Source: an optimization exercise on an open RTL-to-GDS flow (aim: small area, a short achievable clock period and few clock cycles per item). Production flows keep margins and buffers that such runs may drop. Function was checked by simulation only, so behaviour that the tests miss may differ from the original. Power is estimated from default activity; no workload was simulated.

===== flow/design.v =====
module pkt_crc_engine (
    input  wire        clk,
    input  wire        rst,
    input  wire        in_valid,
    output wire        in_ready,
    input  wire [1:0]  in_cmd,
    input  wire [7:0]  in_addr,
    input  wire [8:0]  in_data,
    output reg         rsp_valid,
    output reg  [2:0]  rsp_code,
    output reg  [31:0] rsp_data
);
    localparam CMD_WR    = 2'd0;
    localparam CMD_RD    = 2'd1;
    localparam CMD_SEAL  = 2'd2;
    localparam CMD_CHECK = 2'd3;
    localparam RSP_OK        = 3'd0;
    localparam RSP_TOO_LARGE = 3'd1;
    localparam RSP_FRAMING   = 3'd2;
    localparam RSP_INTEGRITY = 3'd3;
    localparam RSP_ERR_ARG   = 3'd4;
    localparam SRC_ZERO = 2'd0;
    localparam SRC_BUF  = 2'd1;
    localparam SRC_CRC  = 2'd2;
    reg [7:0] pbuf [0:255];
    reg        wr1, rd1, seal1, chk1;
    reg [7:0]  addr1;      
    reg [7:0]  data1;      
    reg        m_arg1;     
    reg        m_small1;   
    reg [7:0]  m_pay1;     
    reg [7:0]  q0, q1, q2, q3;    
    reg [1:0]  qsel;
    reg        v2;
    reg [2:0]  code2;
    reg [1:0]  src2;
    reg [8:0]  nx;         
    reg [7:0]  rem;        
    reg [31:0] crc;
    reg        busy;
    reg        einit;      
    reg        eseal;
    reg        ea;         
    reg        eb;         
    reg        rdy;
    assign in_ready = rdy;
    wire accept = in_valid && rdy;
    function [31:0] crc_step(input [31:0] c, input [7:0] b);
        integer i;
        reg [31:0] r;
        begin
            r = c ^ {24'd0, b};
            for (i = 0; i < 8; i = i + 1)
                r = r[0] ? ((r >> 1) ^ 32'hEDB88320) : (r >> 1);
            crc_step = r;
        end
    endfunction
    wire [31:0] rx_sum  = {pbuf[7], pbuf[8], pbuf[9], pbuf[10]};
    wire [31:0] crc_out = ~crc;
    wire        crc_eq  = (crc_out == rx_sum);
    wire hdr_done = (nx >= 9'd11);
    wire complete = hdr_done && (rem == 8'd0);
    wire len_hi   = (pbuf[5] != 8'd0);
    wire seal_big = len_hi || (pbuf[6] > 8'd245);
    wire chk_frame = m_small1 || len_hi || (pbuf[6] > m_pay1);
    wire seal_go  = seal1 && !seal_big;
    wire check_go = chk1 && !m_arg1 && !chk_frame;
    wire start    = (seal_go || check_go) && !complete;
    wire fin      = busy && !einit && complete;
    wire ans_seal = (seal_go && complete) || (fin && eseal);
    wire [7:0] ua = addr1;
    wire [7:0] ud = data1;
    wire w_restart = wr1 && (ua == 8'd0);
    wire w_ext     = wr1 && ({1'b0, ua} == nx) && !complete;
    wire w_inval   = wr1 && ({1'b0, ua} < nx) && !(ua >= 8'd7 && ua <= 8'd10);
    wire e_ext     = busy && eb && !complete;
    reg [8:0]  nx_d;
    reg [7:0]  rem_d;
    reg [31:0] crc_d;
    always @* begin
        nx_d  = nx;
        rem_d = rem;
        crc_d = crc;
        if (w_restart) begin
            crc_d = crc_step(32'hFFFFFFFF, ud);
            nx_d  = 9'd1;
        end else if (w_ext || e_ext) begin
            crc_d = crc_step(crc, ud);
            nx_d  = (nx == 9'd6) ? 9'd11 : nx + 9'd1;
            if (nx == 9'd6)
                rem_d = ud;
            else if (hdr_done)
                rem_d = rem - 8'd1;
        end else if (w_inval) begin
            crc_d = 32'hFFFFFFFF;
            nx_d  = 9'd0;
        end
    end
    wire complete_d = (nx_d >= 9'd11) && (rem_d == 8'd0);
    always @(posedge clk) begin
        if (wr1)
            pbuf[addr1] <= data1;
        if (ans_seal) begin
            pbuf[7]  <= crc_out[31:24];
            pbuf[8]  <= crc_out[23:16];
            pbuf[9]  <= crc_out[15:8];
            pbuf[10] <= crc_out[7:0];
        end
    end
    always @(posedge clk) begin
        q0   <= pbuf[{2'd0, addr1[5:0]}];
        q1   <= pbuf[{2'd1, addr1[5:0]}];
        q2   <= pbuf[{2'd2, addr1[5:0]}];
        q3   <= pbuf[{2'd3, addr1[5:0]}];
        qsel <= addr1[7:6];
    end
    wire [7:0] qbyte = (qsel == 2'd0) ? q0 :
                       (qsel == 2'd1) ? q1 :
                       (qsel == 2'd2) ? q2 : q3;
    always @(posedge clk) begin
        if (rdy) begin
            addr1    <= in_addr;
            data1    <= in_data[7:0];
            m_arg1   <= (in_data > 9'd256);
            m_small1 <= (in_data < 9'd11);
            m_pay1   <= in_data[7:0] - 8'd11;
        end else if (einit) begin
            addr1 <= nx[7:0];
        end else begin
            addr1 <= (addr1 == 8'd6) ? 8'd11 : addr1 + 8'd1;
            data1 <= qbyte;
        end
    end
    always @(posedge clk) begin
        if (rst) begin
            rdy   <= 1'b1;
            wr1   <= 1'b0;
            rd1   <= 1'b0;
            seal1 <= 1'b0;
            chk1  <= 1'b0;
            v2    <= 1'b0;
            busy  <= 1'b0;
            einit <= 1'b0;
            ea    <= 1'b0;
            eb    <= 1'b0;
            eseal <= 1'b0;
            nx    <= 9'd0;
            rem   <= 8'd0;
            crc   <= 32'hFFFFFFFF;
        end else begin
            nx  <= nx_d;
            rem <= rem_d;
            crc <= crc_d;
            wr1   <= accept && (in_cmd == CMD_WR);
            rd1   <= accept && (in_cmd == CMD_RD);
            seal1 <= accept && (in_cmd == CMD_SEAL);
            chk1  <= accept && (in_cmd == CMD_CHECK);
            if (start) begin
                busy  <= 1'b1;
                einit <= 1'b1;
                eseal <= seal1;
            end else if (fin) begin
                busy <= 1'b0;
            end else begin
                einit <= 1'b0;
            end
            ea <= busy && !einit && !fin;
            eb <= ea && busy && !fin;
            rdy <= !(start || (busy && !fin)) &&
                   !(accept && in_cmd[1] && !complete_d);
            v2 <= wr1 || rd1 ||
                  (seal1 && (seal_big || complete)) ||
                  (chk1 && (m_arg1 || chk_frame || complete)) || fin;
            src2 <= rd1 ? SRC_BUF :
                    ((seal_go || check_go) || fin) ? SRC_CRC : SRC_ZERO;
            code2 <= (seal1 && seal_big)            ? RSP_TOO_LARGE :
                     (chk1 && m_arg1)               ? RSP_ERR_ARG :
                     (chk1 && chk_frame)            ? RSP_FRAMING :
                     ((chk1 || (fin && !eseal)) && !crc_eq) ? RSP_INTEGRITY :
                     RSP_OK;
        end
    end
    always @(posedge clk) begin
        if (rst) begin
            rsp_valid <= 1'b0;
            rsp_code  <= RSP_OK;
            rsp_data  <= 32'd0;
        end else begin
            rsp_valid <= v2;
            rsp_code  <= code2;
            rsp_data  <= (src2 == SRC_BUF) ? {24'd0, qbyte} :
                         (src2 == SRC_CRC) ? crc_out : 32'd0;
        end
    end
endmodule

===== flow/flow/run.sh =====
#!/bin/bash
set -o pipefail
bash standard.sh SETUP_SLACK_MARGIN=6.5 finish > standard.log 2>&1

===== flow/standard.sh =====
#!/bin/bash
# synth_recipe.tcl (not shown) runs the flow's synth.tcl, then flattens the netlist and writes it again
# the make line also repeats each setting of config.mk as NAME=value (left out here)
make -C /OpenROAD-flow-scripts/flow DESIGN_CONFIG=/design/flow/config.mk WORK_HOME=/design/flow/orfs CLKGATE_MAP_FILE= SYNTH_SCRIPT=/design/flow/synth_recipe.tcl "${@:-finish}"

===== flow/config.mk =====
export PLATFORM = sky130hd
export DESIGN_NAME = pkt_crc_engine
export DESIGN_NICKNAME = pkt_crc_engine
export VERILOG_FILES = /design/flow/design.v
export SDC_FILE = /design/flow/constraint.sdc
export NUM_CORES = 4
export LEC_CHECK = 0
export CAP_MARGIN = 20
export CORE_MARGIN = 2
export CORE_UTILIZATION = 40
export SLEW_MARGIN = 40

===== flow/constraint.sdc =====
create_clock -name core_clock -period 10.0 [get_ports {clk}]
set_input_delay 2.0000 -clock core_clock [delete_from_list [all_inputs] [get_ports {clk}]]
set_output_delay 2.0000 -clock core_clock [all_outputs]
set_load 0.01 [all_outputs]

==> impl_metrics.json, run 1 <==
{
  "crit_slowest_cell": "nand3_1",
  "ys_warn_count": 1,
  "grt_pass1_vias": 42080,
  "arrival_ns": 3.94,
  "avgViaCountPerCell": 5.814,
  "overflow": 0,
  "setup-tns-final_ns": 0,
  "setup_viol": 0,
  "detail-route-antenna-nets": 0,
  "place.detailed.hpwl_um": 131100,
  "max_stage_delay_ns": 0.72,
  "slew_violations": 0,
  "crit_buf_inv": 2,
  "drt_first_pass_iters": 5,
  "fp.dieH_um": 470.1,
  "cellLeakagePower_nw": 30.87,
  "route.detailed.drc": 0,
  "routed_wl_um": 223500,
  "via_count": 42630,
  "ys_ff_latch": 2209,
  "postLayoutCoreUtil_pct": 46.21,
  "synthFlopType": "edfxtp_1",
  "nNetsFinal": 4334,
  "std_cell_rows": 171,
  "synth_area_leader_cell": "edfxtp_1",
  "final_cell_mix": "2071 x edfxtp_1, 680 x mux4_2, 225 x clkbuf_16",
  "crit_type": "reg -> reg",
  "clock_skew_ns": 0.03179,
  "die_w_um": 470.1,
  "fillers": 17890,
  "synth_area_leaders": "edfxtp_1 72%, mux4_2 18%, dfxtp_1 3.2%",
  "end_kind": "flip-flop",
  "synth_top_area_share_pct": 71.55,
  "rsz0062_at_grt": "true",
  "post-place-ws_ns": 4.629,
  "multiInputGateArea_um2": 21790,
  "ff_latch_area_um2": 64980,
  "cts_tree": "built",
  "clk_path_buf_depth": 3,
  "ir_drop_mv": 0.1969,
  "worstPathCellList": "buf_16 > ha_1 > nand3_1 > buf_4 > nor2_2",
  "start_util_pct": 40.14,
  "area_delta_synth_final_pct": 15.10,
  "critPathTopFamily": "simple AND/OR/NAND/NOR gates",
  "status": "no timing/DRC/antenna violations",
  "h-tree-depth": 4,
  "wl_per_cell_um": 30.48,
  "hold_violations": 0,
  "finalCritPeriodShare_pct": 34.66,
  "ys_types": 71,
  "antenna_found_initial": 6,
  "io_pins": 59,
  "hold_class": "reg -> reg",
  "gr-usage-all-layers_pct": 19.93,
  "worstPathRequired_ns": 10.47,
  "slew_headroom_pct": 36.27,
  "grt_pass1_wl_um": 317500,
  "worstPathMaxFanout": 17,
  "final_common_cell": "edfxtp_1",
  "worst_slack_ns": 6.534,
  "globalplace.congestion": 0.8320,
  "port-buffer-count": 58,
  "cts_buffers": 217,
  "fin_crit_ns": 3.466,
  "fmax_mhz": 288.5,
  "power_mw": 20.26,
  "clk_pin_slew_worst_paths_ns": 0.06,
  "cap_viol_max_count": 0,
  "syn-num-nets": 4180,
  "cts_sinks": 2209,
  "grt_start_max_net_pins": 180,
  "syn_avg_cell_area_um2": 21.03,
  "pwr_density_cell_nw_per_um2": 202.5,
  "async_reset_ff_share_pct": 0,
  "syn_area_um2": 86920,
  "synth_edf_count": 2071,
  "die_area_um2": 221000,
  "drt_iter0_markers": 5320,
  "drive_gt1_share_pct": 30.94,
  "synth_cells": 4133,
  "clock_latency_ns": 0.86,
  "critPathLaunchType": "flip-flop",
  "worst_pin_slew_ns": 0.9491,
  "yosysSeqAreaShare_pct": 74.73,
  "cts_root_buf": "clkbuf_16",
  "coreArea_um2": 216500
}
-- what timing repair did --
item                                     CTS  global route
setup buffers                             15             1
pin swaps                                  2             1
hold buffers                               0             0
resized for setup                        153            18
gates cloned                              12             3
hold endpoints to repair                   0             0
endpoints found under the setup margin  2038           213
-- power by group --
group          internal, mW  switching (mW)
registers              10.3          0.0889
clock network          4.72            3.48
logic                 0.708           0.992
-- final cells by class --
type                    count  share of cell area, %
flip-flops and latches   2209                  64.95
multi-input cells        1654                  21.78
clock buffers             278                  5.886
well taps                2854                  3.569
repair buffers            176                  2.455
clock inverters           131                  1.238
inverters                  29                 0.1176
diodes                      1               0.002501
-- state kept, by name, summed over array words and instances, names as in the netlist, 3 cells and up --
| name | cells |
|---|---|
| addr1 | 8 |
| code2 | 3 |
| crc | 32 |
| data1 | 8 |
| m_pay1 | 8 |
| nx | 9 |
| pbuf | 2048 |
| q0 | 8 |
| q1 | 8 |
| q2 | 8 |
| q3 | 8 |
| rem | 8 |
| rsp_code | 3 |
| rsp_data | 32 |
-- through the flow --
stage | hold WS, ns | area, µm² | cells
2_1_floorplan | 0.3672 | 87160 | 4133
3_3_place_gp | 0.4299 | 91080 | 6876
3_5_place_dp | 0.4423 | 91560 | 6887
4_1_cts | 0.4552 | 99600 | 7323
5_1_grt | 0.4727 | 100000 | 7331
6_report | 0.4596 | 100000 | 7332
-- routing by layer --
metal	GRT usage (%)	wire, µm	vias to the layer above	part of all wire (%)
met5	0	13	-	0.0058
met4	5.113	5208	2	2.3
met3	3.535	16950	276	7.6
met2	31.31	107100	1843	48
met1	28.92	94220	23120	42
li1	-	-	17390	-
-- logic make-up after synthesis --
family | share of synthesized area [%]
DFF | 74.73
muxes | 17.63
and+or+nand+nor | 2.892
buffers and inverters | 1.248
AOI/OAI and AO/OA | 1.470
xor gates and xnor gates | 1.670
adders and majority gates | 0.3599
-- cells in the mapped netlist (10+ instances only) --
master and number:
a21oi_1 34, buf_1 49, buf_2 34, clkbuf_1 153
dfxtp_1 138, edfxtp_1 2071, ha_1 25, inv_1 28
mux4_2 680, nand2_1 116, nand3_1 30, nand4_1 14
nor2_1 348, nor2b_1 16, nor3_1 10, nor4_1 16
o21ai_0 50, o21ai_1 25, o221ai_1 11, o22ai_1 29
xnor2_1 119, xor2_1 43
-- final timing paths --
| path | cells after the start | from | slack, ns | end |
|---|---|---|---|---|
| worst max-delay path | 5 | addr1[0] | 6.53 | pbuf[255][0] |
| worst min-delay path | 1 | code2[2] | 0.46 | rsp_code[2] |
| worst max register to register | 5 | addr1[0] | 6.53 | pbuf[255][0] |
| worst min register to register | 1 | code2[2] | 0.46 | rsp_code[2] |
Testbench counts, summed over its fixed seeds: cycles 37,634, items 192.
==> run 2, diff against run 1 <==
--- a/flow/design.v
+++ b/flow/design.v
@@ -109,7 +109,19 @@
     end
-    always @(posedge clk) begin
-        q0   <= pbuf[{2'd0, addr1[5:0]}];
-        q1   <= pbuf[{2'd1, addr1[5:0]}];
-        q2   <= pbuf[{2'd2, addr1[5:0]}];
-        q3   <= pbuf[{2'd3, addr1[5:0]}];
+    wire [63:0] rsel = 64'd1 << addr1[5:0];
+    reg  [7:0]  rq0, rq1, rq2, rq3;
+    integer j;
+    always @* begin
+        rq0 = 8'd0; rq1 = 8'd0; rq2 = 8'd0; rq3 = 8'd0;
+        for (j = 0; j < 64; j = j + 1) begin
+            rq0 = rq0 | (pbuf[j]       & {8{rsel[j]}});
+            rq1 = rq1 | (pbuf[64 + j]  & {8{rsel[j]}});
+            rq2 = rq2 | (pbuf[128 + j] & {8{rsel[j]}});
+            rq3 = rq3 | (pbuf[192 + j] & {8{rsel[j]}});
+        end
+    end
+    always @(posedge clk) begin
+        q0   <= rq0;
+        q1   <= rq1;
+        q2   <= rq2;
+        q3   <= rq3;
         qsel <= addr1[7:6];
==> run 2 against run 1 <==
Net effect:
- largest cell class unchanged
- first-iteration DRC count is 88% higher
- synthesized cell count is 19% higher
- power down 1.3%
- highest routed layer unchanged
- combinational power shrank 31%
- clock skew rose by 0.017 ns
- setup slack worse by 0.062 ns
- global-route usage up 8.4 points
- sequential power about the same
- critical path depth rose by 5
- core utilization up 0.71 points
- fmax down 1.8%
- clock power increased by 2.9%
==> impl_metrics.json, run 2 <==
{
  "critPathTopFamily": "compound AO/OA/AOI/OAI gates",
  "fillers": 17070,
  "start_util_pct": 40.23,
  "ys_warn_count": 1,
  "synth_edf_count": 2071,
  "max_stage_delay_ns": 0.72,
  "grt_pass1_vias": 49080,
  "synth_area_leaders": "edfxtp_1 76%, a22oi_1 5.4%, dfxtp_1 3.4%",
  "syn_area_um2": 82300,
  "hold_violations": 0,
  "final_common_cell": "edfxtp_1",
  "fp.dieH_um": 457.6,
  "yosysSeqAreaShare_pct": 78.92,
  "setup_viol": 0,
  "clock_skew_ns": 0.04847,
  "detail-route-antenna-nets": 0,
  "cellLeakagePower_nw": 29.84,
  "worstPathMaxFanout": 32,
  "cpMostUsedCell": "nand4_1",
  "power_mw": 20.00,
  "finalNonFillerCells": 8030,
  "status": "no timing/DRC/antenna violations",
  "via_count": 52760,
  "gr-usage-all-layers_pct": 28.31,
  "synth_area_leader_cell": "edfxtp_1",
  "cts_root_buf": "clkbuf_16",
  "drt_first_pass_iters": 6,
  "critPathLaunchType": "flip-flop",
  "drt_iter0_markers": 9990,
  "drive_gt1_share_pct": 17.37,
  "fin_crit_ns": 3.527,
  "die_w_um": 457.6,
  "final_cell_mix": "2071 x edfxtp_1, 592 x a22oi_1, 223 x clkbuf_16",
  "startpoint": "addr1[0]",
  "regToRegStartpoint": "addr1[0]",
  "reg_top3": "pbuf: 2048 flops, crc: 32 flops, rsp_data: 32 flops",
  "postLayoutCoreUtil_pct": 46.91,
  "globalplace.congestion": 0.9861,
  "async_reset_ff_share_pct": 0,
  "place_area_um2": 88010,
  "slew_headroom_pct": 32.94,
  "hold_class": "reg -> reg",
  "syn_avg_cell_area_um2": 16.75,
  "h-tree-depth": 4,
  "route.detailed.drc": 0,
  "crit_buf_inv": 2,
  "overflow": 0,
  "min_from": "v2",
  "design_area_um2": 95970,
  "synth_cells": 4914,
  "cap_viol_max_count": 0,
  "coreArea_um2": 204600,
  "worstPathRequired_ns": 10.71,
  "area_delta_synth_final_pct": 16.61,
  "cts_tree": "built",
  "setup-tns-final_ns": 0,
  "io_pins": 59,
  "grt_start_max_net_pins": 186,
  "cts_sinks": 2209,
  "fmax_mhz": 283.5,
  "pwr_density_cell_nw_per_um2": 208.4,
  "ir_drop_mv": 0.1380,
  "grt_pass1_wl_um": 412300,
  "avgViaCountPerCell": 6.570,
  "crit_type": "reg -> reg",
  "rsz0062_at_grt": "true",
  "slew_violations": 0,
  "post-place-ws_ns": 5.830,
  "clock_latency_ns": 0.88,
  "syn-num-nets": 4963,
  "holdBufCountCts": 0,
  "largest_register_ffs": 2048,
  "crit_slowest_cell": "a221oi_1",
  "ys_types": 73,
  "worst_hold_slack_ns": 0.4357,
  "top_register": "pbuf",
  "arrival_ns": 4.24,
  "synthFlopType": "edfxtp_1",
  "place.detailed.hpwl_um": 183800,
  "worst_slack_ns": 6.473,
  "std_cell_rows": 166,
  "yosysMostFrequentCell": "edfxtp_1",
  "synth_top_area_share_pct": 75.57,
  "antenna_found_initial": 8,
  "finalCritPeriodShare_pct": 35.27,
  "dp_cells": 7589,
  "worstPathCellList": "inv_1 > ha_1 > nand2_2 > nor2_4 > buf_4 > a22o_1 > a221oi_1 > nand4_1 > nor3_1 > nand4_1",
  "cts_buffers": 216,
  "routed_wl_um": 303100,
  "clk_path_buf_depth": 3,
  "end_kind": "flip-flop",
  "worst_pin_slew_ns": 1.006,
  "nNetsFinal": 5195,
  "wl_per_cell_um": 37.75,
  "clk_pin_slew_worst_paths_ns": 0.07,
  "synth_commonest_cells": "2071 x edfxtp_1, 592 x a22oi_1, 412 x nor2_1",
  "die_area_um2": 209400,
  "ys_ff_latch": 2209,
  "port-buffer-count": 58
}
## run 2: cell types whose count changed after synthesis, sizes merged, moves of 50 or more
cell,delta
nor2,+64
a22o,+219
mux4,-672
clkbuf,+88
nand4,+154
nor3,+50
a221oi,+223
nand3,+80
a22oi,+584
## run 2: path summary, 6_finish.rpt
path	endpoint	slack [ns]	depth (start not counted)
hold / removal	rsp_valid	0.44	1
setup reg to reg	q0[4]	6.47	10
setup / recovery	q0[4]	6.47	10
hold reg to reg	rsp_valid	0.44	1
## run 2: final cells by class
cell class                      instances  area (µm²)  share of cell area (%)
Inverter                               34       130.1                  0.1356
Clock buffer                          272        5798                   6.041
Antenna cell                            4       10.01                 0.01043
Clock inverter                        138        1519                   1.583
Timing Repair Buffer                  315        2703                   2.816
Multi-Input combinational cell       2370       17480                   18.21
Sequential cell                      2209       64970                   67.70
Tap cell                             2688        3363                   3.504
## run 2: power by group
part | switching [mW] | total (mW) | leakage [nW] | internal [mW]
sequential | 0.0890 | 10.4 | 19.8 | 10.3
combinational | 0.869 | 1.17 | 6.49 | 0.298
clock | 3.59 | 8.43 | 3.57 | 4.84
total | 4.55 | 20.0 | 29.8 | 15.5
## run 2: what timing repair did
item / CTS / global route
buffers inserted: 13 / 8
pin swaps: 2 / 5
hold endpoints to repair: 0 / 0
resized for setup: 83 / 28
endpoints found under the setup margin: 66 / 26
## run 2: cells by family (layout without fill, tap and decap cells)
family,Yosys count,after routing,synth area share (%)
DFF,2209,2209,78.92
AOI/OAI and AO/OA,1249,1249,11.69
and+or+nand+nor,921,921,5.297
buffers and inverters,335,759,1.612
xor gates and xnor gates,156,156,1.724
adders and majority gates,27,27,0.4105
muxes,17,17,0.3406
other,0,4,0
## run 2: worst register-to-register path, stage by stage (launching register included)
cell and delay, ns:
dfxtp_1 0.44, inv_1 0.14, ha_1 0.39, nand2_2 0.31, nor2_4 0.04, buf_4 0.39, a22o_1 0.30, a221oi_1 0.72
nand4_1 0.21, nor3_1 0.32, nand4_1 0.13
## run 2: per-layer routing
metal  GRT usage, %  vias up  part of all wire [%]
li1               -    20560                     -
met1          38.20    26830                    36
met2          42.60     4529                    44
met3          6.874      830                    13
met4          14.72       14                   6.1
met5              0        -                 0.035
Testbench counts of run 2, summed over its fixed seeds: cycles 37,634, items 192.
==> run 3, diff against run 2 <==
--- a/flow/design.v
+++ b/flow/design.v
@@ -25,2 +25,3 @@
     reg [7:0] pbuf [0:255];
+    integer   j;
     reg        wr1, rd1, seal1, chk1;
@@ -31,2 +32,4 @@
     reg [7:0]  m_pay1;     
+    reg [15:0] whn;        
+    reg [15:0] wln;        
     reg [7:0]  q0, q1, q2, q3;    
@@ -76,2 +79,3 @@
     wire e_ext     = busy && eb && !complete;
+    wire u_init    = (nx == 9'd0);     
     reg [8:0]  nx_d;
@@ -87,3 +91,3 @@
         end else if (w_ext || e_ext) begin
-            crc_d = crc_step(crc, ud);
+            crc_d = crc_step(u_init ? 32'hFFFFFFFF : crc, ud);
             nx_d  = (nx == 9'd6) ? 9'd11 : nx + 9'd1;
@@ -94,3 +98,2 @@
         end else if (w_inval) begin
-            crc_d = 32'hFFFFFFFF;
             nx_d  = 9'd0;
@@ -100,4 +103,5 @@
     always @(posedge clk) begin
-        if (wr1)
-            pbuf[addr1] <= data1;
+        for (j = 0; j < 256; j = j + 1)
+            if (!whn[j / 16] && !wln[j % 16])
+                pbuf[j] <= data1;
         if (ans_seal) begin
@@ -111,3 +115,2 @@
     reg  [7:0]  rq0, rq1, rq2, rq3;
-    integer j;
     always @* begin
@@ -132,2 +135,6 @@
     always @(posedge clk) begin
+        m_arg1   <= (in_data > 9'd256);
+        m_small1 <= (in_data < 9'd11);
+        m_pay1   <= in_data[7:0] - 8'd11;
+        wln      <= ~(16'd1 << in_addr[3:0]);
         if (rdy) begin
@@ -135,5 +142,2 @@
             data1    <= in_data[7:0];
-            m_arg1   <= (in_data > 9'd256);
-            m_small1 <= (in_data < 9'd11);
-            m_pay1   <= in_data[7:0] - 8'd11;
         end else if (einit) begin
@@ -152,2 +156,3 @@
             chk1  <= 1'b0;
+            whn   <= 16'hFFFF;
             v2    <= 1'b0;
@@ -157,10 +162,5 @@
             eb    <= 1'b0;
-            eseal <= 1'b0;
             nx    <= 9'd0;
-            rem   <= 8'd0;
-            crc   <= 32'hFFFFFFFF;
         end else begin
-            nx  <= nx_d;
-            rem <= rem_d;
-            crc <= crc_d;
+            nx <= nx_d;
             wr1   <= accept && (in_cmd == CMD_WR);
@@ -169,2 +169,3 @@
             chk1  <= accept && (in_cmd == CMD_CHECK);
+            whn   <= (accept && in_cmd == CMD_WR) ? ~(16'd1 << in_addr[7:4]) : 16'hFFFF;
             if (start) begin
@@ -172,3 +173,2 @@
                 einit <= 1'b1;
-                eseal <= seal1;
             end else if (fin) begin
@@ -185,22 +185,25 @@
                   (chk1 && (m_arg1 || chk_frame || complete)) || fin;
-            src2 <= rd1 ? SRC_BUF :
-                    ((seal_go || check_go) || fin) ? SRC_CRC : SRC_ZERO;
-            code2 <= (seal1 && seal_big)            ? RSP_TOO_LARGE :
-                     (chk1 && m_arg1)               ? RSP_ERR_ARG :
-                     (chk1 && chk_frame)            ? RSP_FRAMING :
-                     ((chk1 || (fin && !eseal)) && !crc_eq) ? RSP_INTEGRITY :
-                     RSP_OK;
-        end
-    end
-    always @(posedge clk) begin
-        if (rst) begin
+        end
+    end
+    always @(posedge clk) begin
+        rem <= rem_d;
+        crc <= crc_d;
+        if (start)
+            eseal <= seal1;
+        src2 <= rd1 ? SRC_BUF :
+                ((seal_go || check_go) || fin) ? SRC_CRC : SRC_ZERO;
+        code2 <= (seal1 && seal_big)            ? RSP_TOO_LARGE :
+                 (chk1 && m_arg1)               ? RSP_ERR_ARG :
+                 (chk1 && chk_frame)            ? RSP_FRAMING :
+                 ((chk1 || (fin && !eseal)) && !crc_eq) ? RSP_INTEGRITY :
+                 RSP_OK;
+    end
+    always @(posedge clk) begin
+        if (rst)
             rsp_valid <= 1'b0;
-            rsp_code  <= RSP_OK;
-            rsp_data  <= 32'd0;
-        end else begin
+        else
             rsp_valid <= v2;
-            rsp_code  <= code2;
-            rsp_data  <= (src2 == SRC_BUF) ? {24'd0, qbyte} :
-                         (src2 == SRC_CRC) ? crc_out : 32'd0;
-        end
+        rsp_code <= code2;
+        rsp_data <= (src2 == SRC_BUF) ? {24'd0, qbyte} :
+                    (src2 == SRC_CRC) ? crc_out : 32'd0;
     end
==> flow/flow/run.sh (replaced) <==
#!/bin/bash
set -o pipefail
bash standard.sh SETUP_SLACK_MARGIN=7 finish > standard.log 2>&1
--- a/flow/config.mk
+++ b/flow/config.mk
@@ -9,3 +9,3 @@
 export CORE_MARGIN = 2
-export CORE_UTILIZATION = 40
+export CORE_UTILIZATION = 60
 export SLEW_MARGIN = 40
==> run 3 against run 2 <==
Net effect:
- sequential share of layout area is 0.46 points lower
- register-to-register slack gained 0.41 ns
- power is 0.96% lower
- via count rose by 4.5%
- core utilization grew 24 points
- sequential cell count increased by 32
- area after synthesis up 0.79%
- non-clock buffer count increased by 137
- sequential power about the same
- count of clock-buffer cells in the layout grew 7
- largest power group unchanged
==> impl_metrics.json, run 3 <==
{
  "arrival_ns": 1.28,
  "synthFlopType": "edfxtp_1",
  "p_int_mw": 15.28,
  "syn_avg_cell_area_um2": 17.19,
  "route.detailed.drc": 0,
  "io_pins": 59,
  "p_switching_mw": 4.529,
  "synth_compound_area_share_pct": 11.89,
  "die_area_um2": 141200,
  "muxShareOfSynthArea_pct": 0.2293,
  "ys_types": 70,
  "clk_path_buf_depth": 3,
  "final_common_cell": "edfxtp_1",
  "final_cell_mix": "2089 x edfxtp_1, 434 x a22o_1, 326 x a221oi_1",
  "detail-route-antenna-nets": 0,
  "fin_crit_ns": 3.282,
  "cts_root_buf": "clkbuf_16",
  "largest_register_ffs": 2048,
  "hold_class": "reg -> reg",
  "fp.dieH_um": 375.8,
  "worst_slack_ns": 6.718,
  "grt_start_max_net_pins": 204,
  "seqPwrFrac_pct": 53.4,
  "rsz0062_at_grt": "true",
  "critPathLaunchType": "flip-flop",
  "cap_viol_max_count": 0,
  "worstPathRequired_ns": 8.00,
  "setup-tns-final_ns": 0,
  "switching_share_pct": 22.86,
  "std_cell_rows": 136,
  "pwr_density_cell_nw_per_um2": 202.3,
  "finalCritPeriodShare_pct": 32.82,
  "coreArea_um2": 137300,
  "syn_area_um2": 82950,
  "critPathTopFamily": "flip-flops",
  "fmax_mhz": 304.7,
  "cellLeakagePower_nw": 31.48,
  "multiInputGateArea_um2": 18090,
  "avgViaCountPerCell": 7.682,
  "slew_headroom_pct": 37.37,
  "place.detailed.hpwl_um": 195700,
  "grt_pass1_vias": 50370,
  "grt_pass1_wl_um": 429900,
  "top_register": "pbuf",
  "cts_tree": "built",
  "wl_per_cell_um": 46.26,
  "antenna_found_initial": 19,
  "via_count": 55120,
  "hold_violations": 0,
  "die_w_um": 375.8,
  "fillers": 8708,
  "synth_top_family_by_area": "compound AO/OA/AOI/OAI gates",
  "synth_edf_count": 2089,
  "drt_first_pass_iters": 6,
  "synth_cells": 4826,
  "max_stage_delay_ns": 0.32,
  "regToRegStartpoint": "addr1[1]",
  "start_util_pct": 60.40,
  "synth_area_leaders": "edfxtp_1 76%, a221oi_1 4.6%, a22o_1 4.6%",
  "ff_latch_area_um2": 65830,
  "yosysMostFrequentCell": "edfxtp_1",
  "syn-num-nets": 4876,
  "synth_area_leader_cell": "edfxtp_1",
  "worst_pin_slew_ns": 0.9360,
  "crit_buf_inv": 1,
  "synth-simple-area-share_pct": 4.788,
  "synth_commonest_cells": "2089 x edfxtp_1, 436 x a221oi_1, 435 x a22o_1",
  "globalplace.congestion": 0.9462,
  "crit_slowest_cell": "dfxtp_2",
  "min_from": "code2[1]",
  "worstPathCellList": "buf_6",
  "crit_type": "reg -> out",
  "worst_hold_slack_ns": 0.3247,
  "yosysSeqAreaShare_pct": 79.30,
  "status": "no timing/DRC/antenna violations",
  "postLayoutCoreUtil_pct": 71.30,
  "clock_latency_ns": 0.87,
  "drt_iter0_markers": 11370,
  "synth_top_area_share_pct": 75.63,
  "post-place-ws_ns": 5.848,
  "overflow": 0,
  "startpoint": "rsp_data[29]",
  "slew_violations": 0,
  "nNetsFinal": 5237,
  "clock_skew_ns": 0.03641,
  "routed_wl_um": 331900,
  "clk_pin_slew_worst_paths_ns": 0.06,
  "ys_warn_count": 2,
  "reg_top3": "pbuf: 2048 flops, crc: 32 flops, rsp_data: 32 flops",
  "worstPathMaxFanout": 1,
  "port-buffer-count": 58,
  "end_kind": "primary output",
  "clockPowerShare_pct": 40.8,
  "synth_adder_area_share_pct": 0.4224,
  "power_frac_comb_pct": 5.8,
  "async_reset_ff_share_pct": 0,
  "drive_gt1_share_pct": 21.49,
  "area_delta_synth_final_pct": 18.03,
  "gr-usage-all-layers_pct": 45.70,
  "ys_ff_latch": 2241,
  "cts_buffers": 213,
  "power_mw": 19.81,
  "ir_drop_mv": 0.1756,
  "setup_viol": 0,
  "cts_sinks": 2241,
  "synth-xor-area-share_pct": 1.803,
  "h-tree-depth": 4
}
==> run 3: cell types whose count changed in the layout (fill, tap and decap cells not counted), sizes merged, moves of 26 or more <==
cell,delta
a22oi,-437
a22o,+214
a221oi,+213
buf,+165
nand3,-68
o21ai,-53
nor3,-48
nand2,+29
nand4,-26
==> run 3: through the flow <==
step	cells	area, µm²
final	7175	97900
after global routing	7168	97890
after CTS	7081	96190
after detailed placement	6638	87960
after global placement	6625	87270
after floorplan	4826	83110
==> run 3: final timing paths <==
path                       end  slack [ns]  cells past startpoint
setup / recovery  rsp_data[29]        6.72                      1
hold / removal     rsp_code[1]        0.32                      0
setup reg to reg         q2[2]        6.88                     10
hold reg to reg    rsp_code[1]        0.32                      0
==> run 3: kinds of logic (layout without fill, tap and decap cells) <==
group / Yosys count / count (layout)
other: 0 / 7
and+or+nand+nor: 850 / 850
AOI/OAI and AO/OA: 1195 / 1195
DFF: 2241 / 2241
xor gates and xnor gates: 166 / 166
buffers and inverters: 337 / 885
adders and majority gates: 28 / 28
muxes: 9 / 9
==> run 3: final cells by class <==
type                            count  share of cell area [%]
Inverter                           31                  0.1304
Multi-Input combinational cell   2248                   18.48
Clock buffer                      279                   5.984
Timing Repair Buffer              452                   4.761
Sequential cell                  2241                   67.24
Antenna cell                        7                 0.01789
Clock inverter                    123                   1.100
Tap cell                         1794                   2.293
==> run 3: worst reg2reg max path, stage by stage, from the launching register on <==
cell and delay [ns]:
dfxtp_4 0.39, inv_1 0.10, ha_2 0.23, nand2_4 0.17
buf_4 0.16, nor2_4 0.05, buf_12 0.18, a22o_1 0.34
a221oi_2 0.21, nand4_1 0.47, or4_1 0.68
==> run 3: metal layers <==
layer / track usage, % / share of wire [%] / vias up
met1: 61.84 / 34 / 27510
met5: 0 / 0.11 / -
met4: 26.45 / 7.6 / 22
met3: 16.08 / 17 / 1252
li1: - / - / 20590
met2: 64.60 / 42 / 5748
==> run 3: what timing repair did <==
item                                    in CTS  in global routing
endpoints found under the hold margin        0                  0
endpoints found under the setup margin      93                 76
pin swaps                                   34                 42
cloned                                       0                  9
resized for setup                          363                127
hold buffers                                 0                  0
buffers inserted                            41                 73
==> run 3: power groups by stage <==
stage                     sequential [mW]  clock, mW  combinational (mW)
after floorplan                      10.8          0               0.424
after global placement               10.8          0               0.967
after detailed placement             10.7          0                1.00
after CTS                            10.6       8.04                1.04
after global routing                 10.6       8.40                1.17
final                                10.6       8.08                1.15
Testbench counts of run 3, summed over its fixed seeds: cycles 37,634, items 192.
==> run 4, diff against run 3 <==
--- a/flow/design.v
+++ b/flow/design.v
@@ -28,2 +28,4 @@
     reg [7:0]  addr1;      
+    reg [7:0]  rlo;        
+    reg [7:0]  rmid;       
     reg [7:0]  data1;      
@@ -113,3 +115,9 @@
     end
-    wire [63:0] rsel = 64'd1 << addr1[5:0];
+    wire [63:0] rsel;
+    genvar g;
+    generate
+        for (g = 0; g < 64; g = g + 1) begin : g_rsel
+            assign rsel[g] = rmid[g / 8] & rlo[g % 8];
+        end
+    endgenerate
     reg  [7:0]  rq0, rq1, rq2, rq3;
@@ -134,2 +142,5 @@
                        (qsel == 2'd2) ? q2 : q3;
+    wire [7:0] addr1_d = rdy   ? in_addr :
+                         einit ? nx[7:0] :
+                         (addr1 == 8'd6) ? 8'd11 : addr1 + 8'd1;
     always @(posedge clk) begin
@@ -139,11 +150,9 @@
         wln      <= ~(16'd1 << in_addr[3:0]);
-        if (rdy) begin
-            addr1    <= in_addr;
-            data1    <= in_data[7:0];
-        end else if (einit) begin
-            addr1 <= nx[7:0];
-        end else begin
-            addr1 <= (addr1 == 8'd6) ? 8'd11 : addr1 + 8'd1;
+        addr1 <= addr1_d;
+        rlo   <= 8'd1 << addr1_d[2:0];
+        rmid  <= 8'd1 << addr1_d[5:3];
+        if (rdy)
+            data1 <= in_data[7:0];
+        else if (!einit)
             data1 <= qbyte;
-        end
     end
==> flow/flow/run.sh (replaced) <==
#!/bin/bash
set -o pipefail
bash standard.sh SETUP_SLACK_MARGIN=6.7 finish > standard.log 2>&1
==> run 4 against run 3 <==
Net effect:
- critical path depth rose by 4
- register-to-register slack got worse by 0.34 ns
- sequential power barely moved
- count of clock-buffer cells in the layout rose by 22
- area after synthesis rose by 0.82%
- routed wire length fell by 3.7%
- critical path type is now reg -> reg
- highest routed layer unchanged
==> impl_metrics.json, run 4 <==
{
  "die_w_um": 377.3,
  "synth_adder_area_share_pct": 0.3740,
  "clk_pin_slew_worst_paths_ns": 0.06,
  "holdBufCountCts": 0,
  "setup-tns-final_ns": 0,
  "crit_type": "reg -> reg",
  "max_stage_delay_ns": 0.86,
  "routed_wl_um": 319600,
  "cap_viol_max_count": 0,
  "cts_buffers": 217,
  "clock_skew_ns": 0.02741,
  "cts_tree": "built",
  "synth_area_leaders": "edfxtp_1 75%, a22o_1 5.4%, a221oi_1 5.4%",
  "gr-usage-all-layers_pct": 44.77,
  "regToRegStartpoint": "rlo[7]",
  "startpoint": "rlo[7]",
  "critPathLaunchType": "flip-flop",
  "final_common_cell": "edfxtp_1",
  "dp_cells": 6611,
  "syn_avg_cell_area_um2": 17.18,
  "std_cell_rows": 136,
  "cts_root_buf": "clkbuf_16",
  "ys_types": 67,
  "overflow": 0,
  "largest_register_ffs": 2048,
  "ys_ff_latch": 2257,
  "synth_commonest_cells": "2089 x edfxtp_1, 513 x a22o_1, 512 x a221oi_1",
  "synth_cells": 4869,
  "die_area_um2": 142400,
  "grt_start_max_net_pins": 162,
  "p_int_mw": 15.22,
  "regToRegSetupSlack_ns": 6.54,
  "synth-xor-area-share_pct": 1.876,
  "route.detailed.drc": 0,
  "syn_area_um2": 83630,
  "synth_area_leader_cell": "edfxtp_1",
  "fillers": 9304,
  "antenna_found_initial": 19,
  "clockPowerShare_pct": 40.5,
  "via_count": 53880,
  "place_area_um2": 87930,
  "rsz0062_at_grt": "true",
  "worstPathCellList": "and2_2 > a22o_1 > a221oi_1 > nand4_1 > or4_1",
  "worst_r2r_path_depth": 5,
  "final_cell_mix": "2089 x edfxtp_1, 513 x a22o_1, 510 x a221oi_1",
  "setup_viol": 0,
  "slew_violations": 0,
  "globalplace.congestion": 0.9559,
  "min_from": "code2[0]",
  "finalNonFillerCells": 7034,
  "slew_headroom_pct": 26.49,
  "grt_pass1_wl_um": 422700,
  "worst_hold_slack_ns": 0.3263,
  "fmax_mhz": 288.8,
  "synth_top_area_share_pct": 75.01,
  "clk_path_buf_depth": 3,
  "multiInputGateArea_um2": 16820,
  "h-tree-depth": 4,
  "hold_class": "reg -> reg",
  "status": "no timing/DRC/antenna violations",
  "switching_share_pct": 22.31,
  "coreArea_um2": 137800,
  "drt_first_pass_iters": 9,
  "end_kind": "flip-flop",
  "clock_latency_ns": 0.86,
  "drt_iter0_markers": 10890,
  "wl_per_cell_um": 45.43,
  "yosysSeqAreaShare_pct": 79.03,
  "top_register": "pbuf",
  "cts_sinks": 2257,
  "worstPathMaxFanout": 17,
  "finalCritPeriodShare_pct": 34.63,
  "design_area_um2": 94810,
  "synthFlopType": "edfxtp_1",
  "detail-route-antenna-nets": 0,
  "nNetsFinal": 5096,
  "io_pins": 59,
  "r2r_end": "q0[5]",
  "drive_gt1_share_pct": 16.43,
  "synth_edf_count": 2089,
  "ir_drop_mv": 0.1912,
  "synth-simple-area-share_pct": 4.710,
  "grt_pass1_vias": 49040,
  "ff_latch_area_um2": 66130,
  "fin_crit_ns": 3.463,
  "yosysMostFrequentCell": "edfxtp_1",
  "synth_compound_area_share_pct": 11.94,
  "port-buffer-count": 58,
  "start_util_pct": 60.67,
  "avgViaCountPerCell": 7.660,
  "hold_violations": 0,
  "ys_warn_count": 2,
  "pwr_density_cell_nw_per_um2": 206.6,
  "place.detailed.hpwl_um": 192700,
  "muxShareOfSynthArea_pct": 0.2274,
  "worstPathRequired_ns": 10.68,
  "seqPwrFrac_pct": 54.1,
  "cellLeakagePower_nw": 30.41,
  "area_delta_synth_final_pct": 13.37,
  "power_frac_comb_pct": 5.5,
  "arrival_ns": 4.15,
  "reg_top3": "pbuf: 2048 flops, crc: 32 flops, rsp_data: 32 flops",
  "p_switching_mw": 4.372,
  "crit_end": "q0[5]",
  "worst_pin_slew_ns": 1.103,
  "synth_top_family_by_area": "compound AO/OA/AOI/OAI gates",
  "crit_slowest_cell": "a221oi_1",
  "async_reset_ff_share_pct": 0,
  "fp.dieH_um": 377.3,
  "syn-num-nets": 4916
}
## run 4: cell count changes after synthesis, sizes merged, moves of 21 or more
| cell | delta |
|---|---|
| a221oi | +76 |
| a22o | +78 |
| a22oi | -155 |
| and2 | +65 |
| clkbuf | +75 |
| nand3 | -21 |
| nor2 | -71 |
## run 4: logic make-up (layout without fill, tap and decap cells)
kind of cell / after synthesis / after routing
AOI/OAI and AO/OA: 1188 / 1188
muxes: 9 / 9
buffers and inverters: 402 / 766
and+or+nand+nor: 811 / 811
other: 0 / 7
DFF: 2257 / 2257
xor gates and xnor gates: 177 / 177
adders and majority gates: 25 / 25
## run 4: final cells by class
class,instances,area share (%)
diodes,7,0.01848
repair buffers,326,2.851
clock inverters,102,0.8327
well taps,1794,2.368
inverters,37,0.1465
multi-input cells,2210,17.75
flip-flops and latches,2257,69.75
clock buffers,301,6.288
## run 4: repair_timing
item	4_1_cts	5_1_grt
pin swaps	1	2
setup endpoints to repair	46	14
buffers inserted	2	4
resized for setup	163	12
endpoints found under the hold margin	0	0
## run 4: power by group through the flow
stage	clock network (mW)	logic [mW]	registers (mW)
2_1_floorplan	0	0.408	10.9
4_1_cts	7.90	0.999	10.6
3_5_place_dp	0	0.999	10.8
5_1_grt	8.26	1.08	10.6
3_3_place_gp	0	0.965	10.8
6_report	7.93	1.07	10.6
## run 4: per-stage QoR
step | setup WS, ns | power [mW] | utilization (%)
4_1_cts | 6.641 | 19.48 | 68.61
5_1_grt | 6.605 | 19.93 | 68.78
6_report | 6.537 | 19.59 | 68.79
3_5_place_dp | 5.609 | 11.78 | 63.79
3_3_place_gp | 5.590 | 11.75 | 63.33
2_1_floorplan | 4.785 | 11.31 | -
## run 4: worst max-delay path: cells and delay by family, from the launching register on
kind / cells / cell delay, ns
AO/OA/AOI/OAI: 2 / 1.23
flip-flops: 1 / 0.40
AND/OR/NAND/NOR: 3 / 1.66
## run 4: metal layers
metal  global-route usage [%]  up-vias  share of wire (%)
met1                    60.81    27320                 35
li1                         -    20310                  -
met4                    25.63       18                7.0
met3                    15.06     1063                 16
met2                    63.63     5172                 42
met5                        0        -              0.038
## run 4: worst min-delay path by stage
stage,cells after the start,slack [ns],end
global route,0,0.33,rsp_code[2]
CTS,0,0.33,rsp_code[2]
finish,0,0.33,rsp_code[0]
detailed placement,0,0.31,rsp_code[2]
floorplan,0,0.31,rsp_code[0]
global placement,0,0.31,rsp_code[1]
Testbench counts of run 4, summed over its fixed seeds: cycles 37,634, items 192.
==> run 5, diff against run 4 <==
--- a/flow/config.mk
+++ b/flow/config.mk
@@ -10,2 +10,4 @@
 export CORE_UTILIZATION = 60
+export CTS_CLUSTER_DIAMETER = 80
+export CTS_CLUSTER_SIZE = 25
 export SLEW_MARGIN = 40
==> run 5 against run 4 <==
Net effect:
- critical path depth up 1
- critical endpoint is now q2[2]
- first-iteration DRC count down 2.0%
- area after synthesis unchanged
==> impl_metrics.json, run 5 <==
{
  "clk_pin_slew_worst_paths_ns": 0.09,
  "cap_viol_max_count": 0,
  "cts_tree": "built",
  "clock_skew_ns": 0.02363,
  "p_int_mw": 12.90,
  "start_util_pct": 60.67,
  "end_kind": "flip-flop",
  "ys_types": 67,
  "wl_per_cell_um": 46.54,
  "slew_violations": 0,
  "synthFlopType": "edfxtp_1",
  "holdBufCountCts": 0,
  "grt_pass1_vias": 47880,
  "synth_area_leader_cell": "edfxtp_1",
  "detail-route-antenna-nets": 0,
  "grt_start_max_net_pins": 162,
  "critPathTopFamily": "simple AND/OR/NAND/NOR gates",
  "power_mw": 16.74,
  "worstPathCellList": "and2_2 > buf_4 > a22o_1 > a221oi_1 > nand4_1 > or4_1",
  "max_stage_delay_ns": 0.68,
  "nNetsFinal": 4983,
  "die_w_um": 377.3,
  "pwr_density_cell_nw_per_um2": 183.6,
  "clock_latency_ns": 0.79,
  "std_cell_rows": 136,
  "setup-tns-final_ns": 0,
  "h-tree-depth": 3,
  "place.detailed.hpwl_um": 192700,
  "ir_drop_mv": 0.1777,
  "power_frac_comb_pct": 6.4,
  "gr-usage-all-layers_pct": 44.35,
  "hold_class": "reg -> reg",
  "synth_top_area_share_pct": 75.01,
  "worst_hold_slack_ns": 0.3322,
  "avgViaCountPerCell": 7.779,
  "place_area_um2": 87930,
  "yosysMostFrequentCell": "edfxtp_1",
  "syn_area_um2": 83630,
  "drt_first_pass_iters": 6,
  "crit_slowest_cell": "or4_1",
  "area_delta_synth_final_pct": 9.064,
  "ys_warn_count": 2,
  "routed_wl_um": 317000,
  "crit_buf_inv": 1,
  "cts_root_buf": "clkbuf_16",
  "design_area_um2": 91210,
  "worstPathRequired_ns": 10.63,
  "slew_headroom_pct": 34.12,
  "overflow": 0,
  "rsz0062_at_grt": "true",
  "final_common_cell": "edfxtp_1",
  "p_switching_mw": 3.844,
  "synth_cells": 4869,
  "async_reset_ff_share_pct": 0,
  "postLayoutCoreUtil_pct": 66.17,
  "synth_commonest_cells": "2089 x edfxtp_1, 513 x a22o_1, 512 x a221oi_1",
  "fp.dieH_um": 377.3,
  "clk_path_buf_depth": 3,
  "clockPowerShare_pct": 30.4,
  "worst_pin_slew_ns": 0.9881,
  "cts_buffers": 105,
  "setup_viol": 0,
  "worstPathMaxFanout": 21,
  "critPathLaunchType": "flip-flop",
  "die_area_um2": 142400,
  "route.detailed.drc": 0,
  "switching_share_pct": 22.95,
  "io_pins": 59,
  "seqPwrFrac_pct": 63.1,
  "coreArea_um2": 137800,
  "drive_gt1_share_pct": 14.11,
  "status": "no timing/DRC/antenna violations",
  "ys_ff_latch": 2257,
  "reg_top3": "pbuf: 2048 flops, crc: 32 flops, rsp_data: 32 flops",
  "fin_crit_ns": 3.361,
  "fmax_mhz": 297.5,
  "top_register": "pbuf",
  "synth_area_leaders": "edfxtp_1 75%, a22o_1 5.4%, a221oi_1 5.4%",
  "syn_avg_cell_area_um2": 17.18,
  "crit_type": "reg -> reg",
  "syn-num-nets": 4916,
  "synth_edf_count": 2089,
  "grt_pass1_wl_um": 418700,
  "port-buffer-count": 58,
  "hold_violations": 0,
  "final_cell_mix": "2089 x edfxtp_1, 513 x a22o_1, 510 x a221oi_1",
  "antenna_found_initial": 21,
  "yosysSeqAreaShare_pct": 79.03,
  "finalCritPeriodShare_pct": 33.61,
  "via_count": 52990,
  "cts_sinks": 2257,
  "arrival_ns": 4.00,
  "largest_register_ffs": 2048,
  "drt_iter0_markers": 10670,
  "cellLeakagePower_nw": 28.66,
  "globalplace.congestion": 0.9559
}
==> run 5: layer usage <==
layer,global-route usage (%),up-vias,wire length [µm]
li1,-,19920,-
met1,61.21,26960,110900
met2,63.85,5100,135300
met3,12.91,988,48540
met4,24.73,18,22160
met5,0,-,122
==> run 5: cell families after synthesis <==
logic type	Yosys count	share of synthesized area [%]
adders and majority gates	25	0.3740
xor gates and xnor gates	177	1.876
and+or+nand+nor	811	4.710
buffers and inverters	402	1.839
AOI/OAI and AO/OA	1188	11.94
DFF	2257	79.03
muxes	9	0.2274
==> run 5: stage by stage <==
step	instances	worst slack, ns
3_5_place_dp	6611	5.609
4_1_cts	6794	6.597
3_3_place_gp	6597	5.590
2_1_floorplan	4869	4.785
6_report	6812	6.639
5_1_grt	6807	6.591
==> run 5: worst register-to-register path, cell delays in order (launching register included) <==
cell      delay (ns)
dfxtp_1         0.42
and2_2          0.43
buf_4           0.40
a22o_1          0.29
a221oi_1        0.48
nand4_1         0.52
or4_1           0.68
==> run 5: power by group through the flow <==
stage	clock network [mW]	logic, mW	registers (mW)
4_1_cts	5.06	0.998	10.6
3_5_place_dp	0	0.999	10.8
5_1_grt	5.34	1.09	10.6
3_3_place_gp	0	0.965	10.8
2_1_floorplan	0	0.408	10.9
6_report	5.10	1.07	10.6
==> run 5: layout make-up <==
type / instances / area (µm²)
clock buffers: 156 / 2914
diodes: 8 / 20.02
multi-input cells: 2210 / 16820
repair buffers: 325 / 2648
flip-flops and latches: 2257 / 66130
well taps: 1794 / 2245
clock inverters: 25 / 292.8
inverters: 37 / 138.9
fillers: 9634 / 46630
==> run 5: what timing repair did <==
item,in CTS,in global routing
pin swaps,1,2
gates resized for setup,158,4
buffers inserted,2,4
endpoints found under the hold margin,0,0
endpoints found under the setup margin,54,6
==> run 5: path summary, 6_finish.rpt <==
check / startpoint / end / slack [ns] / cells past startpoint
min reg2reg: code2[2] / rsp_code[2] / 0.33 / 0
min: code2[2] / rsp_code[2] / 0.33 / 0
max reg2reg: rlo[7] / q2[2] / 6.64 / 6
max: rlo[7] / q2[2] / 6.64 / 6
==> run 6, diff against run 5 <==
==> flow/flow/run.sh (replaced) <==
#!/bin/bash
set -o pipefail
bash standard.sh SETUP_SLACK_MARGIN=7 finish > standard.log 2>&1
==> run 6 against run 5 <==
Net effect:
- count of clock-buffer cells in the layout grew 3
- combinational power is essentially flat
- design area grew 0.76%
- non-clock buffer count grew 10
- routed wire length grew 0.96%
- sequential power is essentially flat
- clock power grew 2%
- via count grew 0.26%
- power grew 0.75%
- highest routed layer unchanged
==> impl_metrics.json, run 6 <==
{
  "max_stage_delay_ns": 0.34,
  "critPathLaunchType": "flip-flop",
  "ff_latch_area_um2": 66130,
  "largest_register_ffs": 2048,
  "cap_viol_max_count": 0,
  "synthFlopType": "edfxtp_1",
  "clockPowerShare_pct": 30.8,
  "h-tree-depth": 3,
  "drive_gt1_share_pct": 15.45,
  "grt_pass1_wl_um": 421300,
  "synth-simple-area-share_pct": 4.710,
  "syn_avg_cell_area_um2": 17.18,
  "status": "no timing/DRC/antenna violations",
  "critPathTopFamily": "flip-flops",
  "synth_edf_count": 2089,
  "hold_class": "reg -> reg",
  "hold_violations": 0,
  "ir_drop_mv": 0.1965,
  "ys_warn_count": 2,
  "synth_area_leader_cell": "edfxtp_1",
  "arrival_ns": 1.23,
  "finalCritPeriodShare_pct": 32.33,
  "fmax_mhz": 309.3,
  "drt_iter0_markers": 10880,
  "cts_buffers": 106,
  "switching_share_pct": 22.96,
  "std_cell_rows": 136,
  "overflow": 0,
  "async_reset_ff_share_pct": 0,
  "ys_ff_latch": 2257,
  "globalplace.congestion": 0.9443,
  "multiInputGateArea_um2": 17160,
  "route.detailed.drc": 0,
  "coreArea_um2": 137800,
  "cellLeakagePower_nw": 28.93,
  "grt_pass1_vias": 47860,
  "reg_top3": "pbuf: 2048 flops, crc: 32 flops, rsp_data: 32 flops",
  "place.detailed.hpwl_um": 194500,
  "setup-tns-final_ns": 0,
  "syn-num-nets": 4916,
  "cts_sinks": 2257,
  "io_pins": 59,
  "cts_tree": "built",
  "synth_compound_area_share_pct": 11.94,
  "pwr_density_cell_nw_per_um2": 183.6,
  "dp_cells": 6615,
  "slew_headroom_pct": 34.22,
  "crit_buf_inv": 1,
  "yosysMostFrequentCell": "edfxtp_1",
  "synth_commonest_cells": "2089 x edfxtp_1, 513 x a22o_1, 512 x a221oi_1",
  "p_switching_mw": 3.874,
  "fillers": 9345,
  "start_util_pct": 60.67,
  "clock_latency_ns": 0.79,
  "drt_first_pass_iters": 6,
  "cts_root_buf": "clkbuf_16",
  "p_int_mw": 13.00,
  "port-buffer-count": 58,
  "final_cell_mix": "2089 x edfxtp_1, 513 x a22o_1, 473 x a221oi_1",
  "power_mw": 16.87,
  "die_w_um": 377.3,
  "worstPathCellList": "buf_6",
  "muxShareOfSynthArea_pct": 0.2274,
  "top_register": "pbuf",
  "slew_violations": 0,
  "detail-route-antenna-nets": 0,
  "clock_skew_ns": 0.04304,
  "seqPwrFrac_pct": 62.7,
  "synth_cells": 4869,
  "fin_crit_ns": 3.233,
  "synth_top_area_share_pct": 75.01,
  "place_area_um2": 87990,
  "syn_area_um2": 83630,
  "ys_types": 67,
  "end_kind": "primary output",
  "wl_per_cell_um": 46.84,
  "clk_pin_slew_worst_paths_ns": 0.10,
  "rsz0062_at_grt": "true",
  "power_frac_comb_pct": 6.5,
  "crit_slowest_cell": "dfxtp_2",
  "via_count": 53130,
  "grt_start_max_net_pins": 168,
  "area_delta_synth_final_pct": 9.893,
  "avgViaCountPerCell": 7.775,
  "crit_type": "reg -> out",
  "synth_area_leaders": "edfxtp_1 75%, a22o_1 5.4%, a221oi_1 5.4%",
  "nNetsFinal": 4994,
  "die_area_um2": 142400,
  "design_area_um2": 91900,
  "synth-xor-area-share_pct": 1.876,
  "clk_path_buf_depth": 3,
  "finalNonFillerCells": 6833,
  "synth_top_family_by_area": "compound AO/OA/AOI/OAI gates",
  "worst_pin_slew_ns": 0.9867,
  "synth_adder_area_share_pct": 0.3740,
  "holdBufCountCts": 0,
  "antenna_found_initial": 17,
  "gr-usage-all-layers_pct": 44.76,
  "final_common_cell": "edfxtp_1",
  "fp.dieH_um": 377.3,
  "worstPathRequired_ns": 8.00,
  "setup_viol": 0,
  "yosysSeqAreaShare_pct": 79.03,
  "routed_wl_um": 320000,
  "worstPathMaxFanout": 2
}
-- run 6: what timing repair did --
action                                  CTS  global route
endpoints found under the setup margin  115           110
pin swaps                                 5            16
setup buffers                             4             8
gates resized for setup                 204            59
-- run 6: path summary, 6_finish.rpt --
check,slack [ns],to,cells past startpoint,from
setup / recovery,6.77,in_ready,1,rdy
hold / removal,0.34,rsp_code[1],0,code2[1]
setup reg to reg,6.88,q0[0],7,rmid[1]
hold reg to reg,0.34,rsp_code[1],0,code2[1]
-- run 6: final cells by class --
| class | instances | share of cell area (%) |
|---|---|---|
| inverters | 37 | 0.1511 |
| diodes | 11 | 0.02995 |
| multi-input cells | 2210 | 18.68 |
| well taps | 1794 | 2.443 |
| clock buffers | 159 | 3.205 |
| repair buffers | 335 | 3.137 |
| flip-flops and latches | 2257 | 71.96 |
| clock inverters | 30 | 0.3989 |
-- run 6: routing by layer --
metal	track usage, %	share of wire (%)	up-vias
li1	-	-	19990
met1	61.41	35	26730
met2	63.55	42	5311
met3	15.01	16	1075
met4	24.35	6.8	22
met5	0.3431	0.072	-
-- run 6: cells by family after synthesis --
family | after synthesis
AND/OR/NAND/NOR | 811
AO/OA/AOI/OAI | 1188
XOR/XNOR | 177
multiplexers | 9
flip-flops | 2257
adder cells (fa/ha/maj) | 25
buffers and inverters | 402
-- run 6: power groups by stage --
stage / clock (mW) / sequential [mW] / combinational, mW
2_1_floorplan: 0 / 10.9 / 0.408
3_3_place_gp: 0 / 10.8 / 0.963
3_5_place_dp: 0 / 10.8 / 0.995
4_1_cts: 5.14 / 10.6 / 1.00
5_1_grt: 5.44 / 10.6 / 1.10
6_report: 5.19 / 10.6 / 1.10
-- run 6: through the flow --
| step | setup WS, ns | hold WS, ns | utilization (%) |
|---|---|---|---|
| finish | 6.767 | 0.3372 | 66.67 |
| global route | 6.743 | 0.3514 | 66.65 |
| CTS | 6.747 | 0.3371 | 66.31 |
| detailed placement | 5.966 | 0.3135 | 63.84 |
| global placement | 6.006 | 0.3114 | 63.39 |
| floorplan | 4.785 | 0.3096 | - |
==> run 7, diff against run 6 <==
--- a/flow/config.mk
+++ b/flow/config.mk
@@ -9,3 +9,3 @@
 export CORE_MARGIN = 2
-export CORE_UTILIZATION = 60
+export CORE_UTILIZATION = 70
 export CTS_CLUSTER_DIAMETER = 80
==> run 7 against run 6 <==
Net effect:
- highest routed layer unchanged
- via count up 1.8%
- non-clock buffer count is 20 lower
- largest cell class unchanged
- register-to-register slack worse by 0.03 ns
- design area down 0.97%
- sequential cell count is the same
- setup slack gained 0.011 ns
- clock power shrank 5.6%
- area after synthesis stayed put
- die area is 14% lower
- sequential power is essentially flat
- global-route usage grew 4.6 points
- count of clock-buffer cells in the layout grew 15
==> impl_metrics.json, run 7 <==
{
  "status": "no timing/DRC/antenna violations",
  "synth_cells": 4869,
  "cap_viol_max_count": 0,
  "top_register": "pbuf",
  "p_int_mw": 12.79,
  "slew_headroom_pct": 35.20,
  "synthFlopType": "edfxtp_1",
  "start_util_pct": 70.73,
  "worstPathCellList": "buf_6",
  "largest_register_ffs": 2048,
  "clock_skew_ns": 0.03884,
  "cts_buffers": 102,
  "p_switching_mw": 3.767,
  "place.detailed.hpwl_um": 182200,
  "hold_class": "reg -> reg",
  "holdBufCountCts": 0,
  "drt_first_pass_iters": 8,
  "io_pins": 59,
  "avgViaCountPerCell": 8.249,
  "worstPathRequired_ns": 8.00,
  "routed_wl_um": 301600,
  "critPathTopFamily": "flip-flops",
  "clock_latency_ns": 0.79,
  "setup_viol": 0,
  "end_kind": "primary output",
  "setup-tns-final_ns": 0,
  "grt_pass1_wl_um": 401700,
  "crit_buf_inv": 1,
  "wl_per_cell_um": 45.99,
  "async_reset_ff_share_pct": 0,
  "finalNonFillerCells": 6558,
  "power_mw": 16.56,
  "worstPathMaxFanout": 2,
  "ys_ff_latch": 2257,
  "worst_pin_slew_ns": 0.9710,
  "grt_start_max_net_pins": 178,
  "cts_tree": "built",
  "globalplace.congestion": 0.9997,
  "h-tree-depth": 3,
  "seqPwrFrac_pct": 64.0,
  "max_stage_delay_ns": 0.34,
  "via_count": 54100,
  "drt_iter0_markers": 13200,
  "syn-num-nets": 4916,
  "synth_edf_count": 2089,
  "power_frac_comb_pct": 6.4,
  "final_cell_mix": "2089 x edfxtp_1, 513 x a22o_1, 485 x a221oi_1",
  "clk_pin_slew_worst_paths_ns": 0.10,
  "overflow": 0,
  "syn_area_um2": 83630,
  "ys_types": 67,
  "synth_commonest_cells": "2089 x edfxtp_1, 513 x a22o_1, 512 x a221oi_1",
  "synth_area_leader_cell": "edfxtp_1",
  "clk_path_buf_depth": 3,
  "grt_pass1_vias": 49110,
  "cts_root_buf": "clkbuf_16",
  "drive_gt1_share_pct": 14.64,
  "cts_sinks": 2257,
  "fp.dieH_um": 349.6,
  "std_cell_rows": 126,
  "die_area_um2": 122200,
  "switching_share_pct": 22.75,
  "nNetsFinal": 4970,
  "coreArea_um2": 118200,
  "arrival_ns": 1.22,
  "dp_cells": 6334,
  "slew_violations": 0,
  "yosysSeqAreaShare_pct": 79.03,
  "antenna_found_initial": 19,
  "synth_top_area_share_pct": 75.01,
  "crit_type": "reg -> out",
  "ys_warn_count": 2,
  "hold_violations": 0,
  "fin_crit_ns": 3.222,
  "design_area_um2": 91010,
  "regToRegSetupSlack_ns": 6.85,
  "place_area_um2": 87380,
  "syn_avg_cell_area_um2": 17.18,
  "route.detailed.drc": 0,
  "cellLeakagePower_nw": 28.64,
  "ir_drop_mv": 0.2140,
  "port-buffer-count": 58,
  "synth_area_leaders": "edfxtp_1 75%, a22o_1 5.4%, a221oi_1 5.4%",
  "final_common_cell": "edfxtp_1",
  "finalCritPeriodShare_pct": 32.22,
  "critPathLaunchType": "flip-flop",
  "pwr_density_cell_nw_per_um2": 181.9,
  "area_delta_synth_final_pct": 8.826,
  "fmax_mhz": 310.4,
  "reg_top3": "pbuf: 2048 flops, crc: 32 flops, rsp_data: 32 flops",
  "rsz0062_at_grt": "true",
  "yosysMostFrequentCell": "edfxtp_1",
  "die_w_um": 349.6,
  "gr-usage-all-layers_pct": 49.39,
  "detail-route-antenna-nets": 0,
  "crit_slowest_cell": "dfxtp_2",
  "clockPowerShare_pct": 29.6
}
## run 7: cell counts after synthesis
Identical to the previous run, type by type.
## run 7: path summary, 6_finish.rpt
kind / from / end / cells after the start
setup / recovery: rdy / in_ready / 1
hold / removal: code2[0] / rsp_code[0] / 0
setup reg to reg: rmid[2] / q2[5] / 6
hold reg to reg: code2[0] / rsp_code[0] / 0
## run 7: power groups by stage
stage,clock network [mW],registers (mW),logic [mW]
floorplan,0,10.9,0.408
global placement,0,10.8,0.927
detailed placement,0,10.8,0.961
CTS,4.82,10.6,0.967
global route,5.13,10.6,1.06
finish,4.90,10.6,1.06
## run 7: cell type report
class | count | area (µm²)
timing repair buffer | 315 | 2773
clock inverter | 15 | 166.4
antenna | 14 | 35.03
fill | 6678 | 27230
tap | 1536 | 1922
inverter | 37 | 138.9
clock buffer | 174 | 2865
sequential | 2257 | 66140
multi-input combinational | 2210 | 16970
## run 7: repair_timing
item | 4_1_cts | 5_1_grt
setup buffers | 7 | 4
pin swaps | 6 | 10
setup endpoints to repair | 57 | 77
gates resized for setup | 200 | 55
gates cloned | 0 | 1
## run 7: kinds of logic after synthesis
family	synth area share, %
xor gates and xnor gates	1.876
buffers and inverters	1.839
DFF	79.03
AOI/OAI and AO/OA	11.94
adders and majority gates	0.3740
muxes	0.2274
and+or+nand+nor	4.710
## run 7: per-stage QoR
stage	setup WS [ns]	hold WS [ns]	util, %
2_1_floorplan	4.785	0.3096	-
3_3_place_gp	6.270	0.3125	73.43
3_5_place_dp	6.232	0.3121	73.90
4_1_cts	6.781	0.3364	76.54
5_1_grt	6.756	0.3475	76.94
6_report	6.778	0.3391	76.97
## run 7: routing by layer
layer | vias up | GRT usage (%) | part of all wire [%]
li1 | 19910 | - | -
met3 | 1491 | 21.01 | 19
met4 | 34 | 33.57 | 8.8
met2 | 6323 | 67.45 | 41
met5 | - | 0 | 0.11
met1 | 26340 | 64.87 | 31

[port drivers added, routing unchanged]
The results above use ideal ports. As a check the final layouts listed here were re-extracted and re-timed, cells and wires unchanged.
Step 1 sets driving cells, clkbuf_16 on the clock port and buf_2 on the other inputs (assumed; they add their load-dependent delay and slew).
Step 2 times the ports against the registers' clock, not the clock port: input delays grow and output delays shrink by t, the midpoint of the rising clock arrivals with the driver on.
Three values: ideal ports, drivers, drivers and shift; two values: the first two.
| run | shift t [ns] | setup slack, ns | worst hold slack (ns) | worst setup path after step 2 | cell pins on the clock port's net |
|---|---|---|---|---|---|
| run 1 | 0.933 | 6.534 / 6.462 / 5.828 | 0.460 / 0.460 / 0.460 | input to register | 1 |
| run 2 | 0.944 | 6.473 / 6.442 / 6.090 | 0.436 / 0.436 / 0.436 | input to register | 1 |
| run 3 | 0.940 | 6.718 / 6.629 / 6.308 | 0.325 / 0.325 / 0.325 | input to register | 1 |
| run 4 | 0.933 | 6.537 / 6.537 / 6.122 | 0.326 / 0.326 / 0.326 | input to register | 1 |
| run 5 | 0.853 | 6.639 / 6.639 / 6.123 | 0.332 / 0.332 / 0.332 | input to register | 1 |
| run 6 | 0.849 | 6.767 / 6.688 / 6.397 | 0.337 / 0.337 / 0.337 | input to register | 1 |
| run 7 | 0.850 | 6.778 / 6.704 / 6.257 | 0.339 / 0.339 / 0.339 | input to register | 1 |
After both steps setup and hold are still met in every run listed. For run 1, which loses most, drivers alone change the setup slack by -0.072 ns; drivers and shift together by -0.706 ns.
